This is an optimization exercise on Yosys and OpenROAD, whose aim is small area, a short achievable clock period and few clock cycles, not a production implementation.
Function was checked by simulation only, so behaviour that the tests miss may differ from the original.
No activity file was given, so power comes from the tool's default toggle rates.

==> inputs of run a <==
## trpx_terse_enc
module trpx_terse_enc (
    input  wire        clk,
    input  wire        rst,
    input  wire        start,
    output wire        start_ready,
    input  wire [6:0]  cfg_block,     
    input  wire        cfg_signed,    
    input  wire [6:0]  cfg_pb,        
    input  wire [15:0] cfg_n,         
    input  wire        in_valid,
    output wire        in_ready,
    input  wire [31:0] in_data,
    output wire        out_valid,
    input  wire        out_ready,
    output wire [31:0] out_data,
    output wire        out_last,
    output reg         done,
    output wire [1:0]  done_err,      
    output wire [21:0] done_bits      
);
    localparam K_BLK = 2'd0;      
    localparam K_BAD = 2'd1;      
    localparam K_END = 2'd2;      
    localparam QD = 2;            
    function [31:0] lowmask;
        input [5:0] w;
        integer k;
        begin
            for (k = 0; k < 32; k = k + 1)
                lowmask[k] = (w > k);
        end
    endfunction
    reg         start_rdy_r;
    reg         in_rdy_r;
    reg         i_act;           
    reg         i_sgn;
    reg  [5:0]  i_blk;
    reg  [15:0] i_frm_left;      
    reg  [5:0]  i_blk_left;      
    reg  [5:0]  i_bn;            
    reg         i_bfirst;        
    reg         i_ffirst;        
    reg         i_bad;
  ...
==> flow/config.mk <==
export PLATFORM = sky130hd
export DESIGN_NAME = trpx_terse_enc
export DESIGN_NICKNAME = trpx_terse_enc
export VERILOG_FILES = /design/flow/design.v
export SDC_FILE = /design/flow/constraint.sdc
export NUM_CORES = 4
export LEC_CHECK = 0
export CAP_MARGIN = 20
export CORE_MARGIN = 5
export CORE_UTILIZATION = 60
export CTS_CLUSTER_DIAMETER = 80
export CTS_CLUSTER_SIZE = 24
export PLACE_DENSITY = 0.72
export SETUP_SLACK_MARGIN = 5
export SLEW_MARGIN = 20
==> flow/constraint.sdc <==
create_clock -name core_clock -period 8.0 [get_ports {clk}]
set_input_delay 1.6000 -clock core_clock [delete_from_list [all_inputs] [get_ports {clk}]]
set_output_delay 1.6000 -clock core_clock [all_outputs]
set_load 0.01 [all_outputs]
run.sh (not shown) runs the stock make flow with config.mk's settings and CLKGATE_MAP_FILE= SYNTH_SCRIPT=/design/flow/synth_recipe.tcl, a recipe that flattens the netlist after the stock synthesis.
==> inputs of run b, as changes to run a <==
--- a/flow/design.v
+++ b/flow/design.v
@@ -11,43 +11,43 @@
     output wire        in_ready,
     input  wire [31:0] in_data,
     output wire        out_valid,
     input  wire        out_ready,
     output wire [31:0] out_data,
     output wire        out_last,
     output reg         done,
-    output wire [1:0]  done_err,      
-    output wire [21:0] done_bits      
+    output reg  [1:0]  done_err,      
+    output reg  [21:0] done_bits      
 );
     localparam K_BLK = 2'd0;      
     localparam K_BAD = 2'd1;      
     localparam K_END = 2'd2;      
-    localparam QD = 2;            
+    localparam QD = 3;            
     function [31:0] lowmask;
         input [5:0] w;
         integer k;
         begin
             for (k = 0; k < 32; k = k + 1)
                 lowmask[k] = (w > k);
         end
     endfunction
     reg         start_rdy_r;
     reg         in_rdy_r;
     reg         i_act;           
     reg         i_sgn;
+    reg  [5:0]  i_pb;
     reg  [5:0]  i_blk;
     reg  [15:0] i_frm_left;      
     reg  [5:0]  i_blk_left;      
     reg  [5:0]  i_bn;            
     reg         i_bfirst;        
     reg         i_ffirst;        
     reg         i_bad;
     reg  [4:0]  wr_ptr;          
     reg  [5:0]  occ;             
-    reg         e_read_d;        
     reg  [31:0] therm;           
     assign start_ready = start_rdy_r;
     assign in_ready    = in_rdy_r;
     wire start_fire = start && start_rdy_r;
     wire in_fire    = in_valid && in_rdy_r;
     reg  [31:0] i_hm;
     integer     m;
@@ -117,54 +117,54 @@
     end
     reg         c_vld;
     reg  [1:0]  c_kind;
     reg  [1:0]  c_err;
     reg         c_last;
     reg         c_first;
     reg  [5:0]  c_n;
-    wire [31:0] s_th  = i_sgn ? ({therm[30:0], therm[0]} & ~{i_hm[30:0], 1'b0}) : therm;
+    wire [31:0] s_th  = i_sgn ? ({therm[30:0], therm[0]} & lowmask(i_pb)) : therm;
     wire [32:0] s_edg = {1'b0, s_th} ^ {s_th, 1'b1};      
     reg  [5:0]  s_bin;
     integer k;
     always @(*) begin
         s_bin = 6'd0;
         for (k = 1; k <= 32; k = k + 1)
             if (s_edg[k]) s_bin = s_bin | k[5:0];
     end
-    reg  [5:0]  c_prev_s;
-    wire        c_eq  = s_edg[c_first ? 6'd0 : c_prev_s];
-    wire [1:0]  c_ht  = c_eq ? 2'd0 : !s_th[6] ? 2'd1 : !s_th[9] ? 2'd2 : 2'd3;
-    localparam DW = 19;
-    wire [DW-1:0] c_desc = {c_kind, c_err, c_last, c_n, c_ht,
+    localparam DW = 18;
+    wire [DW-1:0] c_desc = {c_kind, c_err, c_last, c_first, c_n,
                             (c_kind == K_BLK) ? s_bin : 6'd0};
     reg  [DW-1:0] q [0:QD-1];
     reg  [QD-1:0] qv;
     reg           h_hdr;         
     reg  [1:0]    x_cnt;         
-    wire [1:0]  h_kind  = q[0][18:17];
-    wire [1:0]  h_err   = q[0][16:15];
-    wire        h_last  = q[0][14];
-    wire [5:0]  h_n     = q[0][13:8];
-    wire [1:0]  h_ht    = q[0][7:6];
+    wire [1:0]  h_kind  = q[0][17:16];
+    wire [1:0]  h_err   = q[0][15:14];
+    wire        h_last  = q[0][13];
+    wire        h_first = q[0][12];
+    wire [5:0]  h_n     = q[0][11:6];
     wire [5:0]  h_s     = q[0][5:0];
     wire        h_vld   = qv[0];
+    reg  [5:0]  prev_s;          
     reg         f_vld;
     reg  [43:0] f_data;
     reg  [5:0]  f_len;
     reg         f_nz;            
     reg         f_end;
     reg  [1:0]  f_err;
     wire        f_acc;
     wire        f_free  = !f_vld || f_acc;
     wire        e_go    = h_vld && f_free;
     wire        e_isend = (h_kind == K_END);
     wire        e_lastv = (h_n == 6'd1);
     wire        e_pop   = e_go && (e_isend || e_lastv);
     wire        e_read  = e_go && !e_isend;
     wire        e_hdr   = h_hdr && (h_kind == K_BLK);
+    wire [5:0]  e_pv = h_first ? 6'd0 : prev_s;
+    wire [1:0]  h_ht = (h_s == e_pv) ? 2'd0 : (h_s < 6'd7) ? 2'd1 : (h_s < 6'd10) ? 2'd2 : 2'd3;
     wire [31:0] e_v = e_raw & lowmask(h_s);
     reg  [11:0] e_h;
     reg  [3:0]  e_hl;
     always @(*) begin
         case (h_ht)
             2'd0: begin e_h = 12'd1;                               e_hl = 4'd1;  end
             2'd1: begin e_h = {8'd0, h_s[2:0], 1'b0};              e_hl = 4'd4;  end
@@ -208,27 +208,24 @@
     wire   c_zero    = c_lt32 && c_z5;
     wire   wrd_rdy   = flushing ? (!c_zero && (c_gt32 || !pend))
                                 : (c_gt32 || (c_eq32 && f_bits));
     wire   prod      = wrd_rdy && !w1_v;                  
     wire   prod_l    = flushing && c_le32;                
     wire   fin0      = flushing && c_zero && !w0_v;       
     wire   fin       = (prod && prod_l) || fin0;
-    assign f_acc = f_vld && !flushing && !pend &&
+    assign f_acc = f_vld && !flushing &&
                    (!f_nz || c_lt32 || (!cnt[6] && prod));
-    assign done_err  = p_err;
-    assign done_bits = p_bits;
     wire [74:0] acc_sh  = prod ? {32'd0, acc[74:32]} : acc;
     wire [74:0] f_sh    = {31'd0, f_data} << cnt[4:0];
     wire [74:0] acc_nx  = acc_sh | (f_acc ? f_sh : 75'd0);
     wire [6:0]  cnt_add = cnt + {1'b0, f_len};
     wire        z5_nx   = f_acc ? (cnt_add[4:0] == 5'd0) : c_z5;
     wire [6:0]  cnt_nx  = f_acc ? (prod ? cnt_add - 7'd32 : cnt_add)
                                 : (prod ? cnt - 7'd32     : cnt);
-    wire [21:0] p_base  = done ? 22'd0 : p_bits;
-    wire [21:0] p_add   = p_base + {16'd0, f_len};
+    wire [21:0] p_add   = p_bits + {16'd0, f_len};
     reg         i_act_nx;
     reg  [5:0]  i_blk_left_nx;
     reg         i_bl1_nx;        
     always @(*) begin
         i_act_nx      = i_act;
         i_blk_left_nx = i_blk_left;
         i_bl1_nx      = blk_end;
@@ -246,35 +243,34 @@
                 i_blk_left_nx = i_blk_left - 6'd1;
                 i_bl1_nx      = (i_blk_left == 6'd2);
             end
         end
     end
     wire [QD-1:0] qv_sh  = e_pop ? (qv >> 1) : qv;
     wire [QD-1:0] qv_in  = {qv_sh[QD-2:0], 1'b1};     
-    wire [5:0]    occ_nx = (in_fire && !e_read_d) ? occ + 6'd1 :
-                           (!in_fire && e_read_d) ? occ - 6'd1 : occ;
-    wire [6:0]    occ_lim  = 7'd31 + {6'd0, e_read_d} - {6'd0, in_fire};
-    wire          occ_room0 = {1'b0, occ} <= occ_lim;
-    wire          occ_room1 = {1'b0, occ} <= occ_lim + 7'd1;
-    wire          occ_room  = e_read ? occ_room1 : occ_room0;
+    wire [5:0]    occ_nx = (in_fire && !e_read) ? occ + 6'd1 :
+                           (!in_fire && e_read) ? occ - 6'd1 : occ;
+    wire          occ_lt31 = !occ[5] && occ[4:0] != 5'd31;
+    wire          occ_eq31 = !occ[5] && occ[4:0] == 5'd31;
+    wire          occ_room = occ_lt31 || (occ_eq31 && (e_read || !in_fire)) ||
+                             (occ[5] && e_read && !in_fire);
     wire          c_push = c_vld && !qv_sh[QD-1];
     wire          c_hold = c_vld && qv_sh[QD-1];
     wire [1:0]    x_nx   = (c_push && !e_pop) ? x_cnt + 2'd1 :
                            (!c_push && e_pop) ? x_cnt - 2'd1 : x_cnt;
     wire          x_room = ({1'b0, x_nx} + {2'd0, close_fire}) < QD;
     integer qi;
     always @(posedge clk) begin
         if (rst) begin
             start_rdy_r <= 1'b1;
             in_rdy_r    <= 1'b0;
             i_act       <= 1'b0;
             wr_ptr      <= 5'd0;
             rd_oh       <= 32'd1;
             occ         <= 6'd0;
-            e_read_d    <= 1'b0;
             c_vld       <= 1'b0;
             qv          <= {QD{1'b0}};
             x_cnt       <= 2'd0;
             h_hdr       <= 1'b1;
             f_vld       <= 1'b0;
             acc         <= 75'd0;
             cnt         <= 7'd0;
@@ -287,17 +283,17 @@
             done        <= 1'b0;
         end else begin
             i_act      <= i_act_nx;
             i_blk_left <= i_blk_left_nx;
             in_rdy_r   <= i_act_nx && occ_room && (!i_bl1_nx || x_room);
             start_rdy_r <= !i_act_nx && !start_fire && !c_hold;
             occ        <= occ_nx;
-            e_read_d   <= e_read;
             if (start_fire) begin
                 i_sgn      <= cfg_signed;
+                i_pb       <= cfg_pb[5:0];
                 for (m = 0; m < 32; m = m + 1)
                     i_hm[m] <= (cfg_pb[5:0] <= m + 1);
                 i_blk      <= cfg_block[5:0];
                 i_frm_left <= cfg_n;
                 i_bn       <= cfg_first_n;
                 i_bfirst   <= 1'b1;
                 i_ffirst   <= 1'b1;
@@ -327,49 +323,53 @@
                 c_first <= i_ffirst;
                 c_n     <= i_bn;
             end
             if (e_pop) begin
                 for (qi = 0; qi < QD - 1; qi = qi + 1)
                     q[qi] <= q[qi + 1];
             end else if (e_go) begin
-                q[0][13:8] <= h_n - 6'd1;
+                q[0][11:6] <= h_n - 6'd1;
             end
-            if (c_push && c_kind == K_BLK)
-                c_prev_s <= s_bin;
             if (c_push) begin
                 for (qi = QD - 1; qi >= 0; qi = qi - 1)
                     if (!qv_sh[qi] && qv_in[qi])
                         q[qi] <= c_desc;
             end
             qv    <= c_push ? {qv_sh[QD-2:0], 1'b1} : qv_sh;
             x_cnt <= x_nx;
             if (e_pop)
                 h_hdr <= 1'b1;
             else if (e_go)
                 h_hdr <= 1'b0;
             if (e_read)
                 rd_oh <= {rd_oh[30:0], rd_oh[31]};
+            if (e_pop && h_kind == K_BLK)
+                prev_s <= h_s;
             if (f_free) begin
                 f_vld  <= e_go;
                 f_data <= e_data;
                 f_len  <= e_len;
                 f_nz   <= e_nz;
                 f_end  <= e_end;
                 f_err  <= e_err;
             end
             if (fin) begin
                 acc       <= 75'd0;
                 cnt       <= 7'd0;
                 c_z5      <= 1'b1;
                 flushing  <= 1'b0;
+                p_bits    <= 22'd0;
+                done_err  <= p_err;
+                done_bits <= p_bits;
             end else begin
                 acc <= acc_nx;
                 cnt <= cnt_nx;
                 c_z5 <= z5_nx;
                 if (f_acc) begin
+                    p_bits <= p_add;
                     if (f_end) begin
                         flushing <= 1'b1;
                         p_err    <= f_err;
                     end
                 end
             end
             if (!w0_v || pop) begin
@@ -383,15 +383,14 @@
                 w0_v <= w1_v || prod;
                 w1_v <= 1'b0;
             end else if (prod) begin
                 w1   <= acc[31:0];
                 w1_l <= prod_l;
                 w1_v <= 1'b1;
             end
-            p_bits <= f_acc ? p_add : p_base;
             if (prod && prod_l)
                 pend <= 1'b1;
             else if (pop && w0_l)
                 pend <= 1'b0;
             done <= (pop && w0_l) || fin0;
         end
     end
==> flow/config.mk (replaced) <==
export PLATFORM = sky130hd
export DESIGN_NAME = trpx_terse_enc
export DESIGN_NICKNAME = trpx_terse_enc
export VERILOG_FILES = /design/flow/design.v
export SDC_FILE = /design/flow/constraint.sdc
export NUM_CORES = 4
export LEC_CHECK = 0
export CAP_MARGIN = 20
export CORE_MARGIN = 5
export CORE_UTILIZATION = 40
export PLACE_DENSITY = 0.6
export SETUP_SLACK_MARGIN = 5
export SLEW_MARGIN = 20
==> qor summary <==
quantity                                                                     run b                 run a
Result of the run                                                   finished clean        finished clean
Period utilization                                                           0.388                 0.402
Number of synthesized flops with an enable pin                               1,350                 1,304
Number of non-clock buffers                                                    447                   416
Post-route standard cell area excluding fillers                         77,900 um2            72,600 um2
Number of DRC violations after detailed-routing iteration 0                  7,535                 7,650
Worst IR drop on VDD                                                        250 uV                176 uV
Largest net degree at the start of global routing                               97                    85
Launch point of the worst hold path                              i_bn[1]$_DFFE_PP_     i_bn[3]$_DFFE_PP_
Flip-flop and latch area                                                43,900 um2            42,600 um2
Fraction of layout instances using a drive strength above 1                  0.205                 0.170
Post-synth net total                                                         4,890                 4,810
Global-route wire length before repair                                      317 mm                297 mm
Fill cell count                                                             13,800                 7,020
Critical Path Start                                          rd_oh[7]$_SDFFE_PP0P_           in_data[26]
Met1 layer wirelength in the final routing                                 86.3 mm               74.9 mm
Destination of the worst register-to-register timing path     f_data[19]$_DFFE_PP_  f_data[26]$_DFFE_PP_
Post-synthesis instance total                                                4,755                 4,663
Die area                                                               170,000 um2           112,000 um2
Power consumed by the clock network                                      0.00734 W             0.00433 W
Sequential element share of the synthesized area                             0.679                 0.674
Total area of multi-input combinational cells                           20,500 um2            20,400 um2
Critical path arrival                                                      3.62 ns               3.67 ns
Power Density                                                           236 nW/um2            208 nW/um2
Synth Register Bits                                                          1,514                 1,468
Testbench counts of run a, summed over its fixed seeds: cycles 9,255.
Testbench counts of run b, summed over its fixed seeds: cycles 9,222.

==> static timing again, ports no longer ideal <==
Ports are ideal in the flow. The routed layouts listed here were re-timed in OpenROAD.
Step 1 sets driving cells, clkbuf_16 on the clock port and buf_2 on the other inputs (assumed; they add their load-dependent delay and slew).
Step 2 adds t to the input delays and takes it off the output delays; t is the mean of the earliest and latest rising clock arrival at the registers after step 1. Input paths then give back, and output paths get back, about the clock's delay inside the block.
Three values: no drivers, after step 1, after step 2; two values: the first two.
run | t, ns | setup slack, ns | hold slack, ns | clock arrival spread, ns | cell pins on the clock port's net
run a | 0.758 | 4.784 / 4.816 / 4.058 | 0.429 / 0.429 / 0.429 | 0.040 / 0.039 | 1
run b | 0.873 | 4.896 / 4.896 / 4.133 | 0.417 / 0.417 / 0.417 | 0.075 / 0.076 | 1
After both steps setup and hold are still met in every run listed. For run b, which loses most, drivers alone change the setup slack by 0.000 ns; drivers and shift together by -0.763 ns.
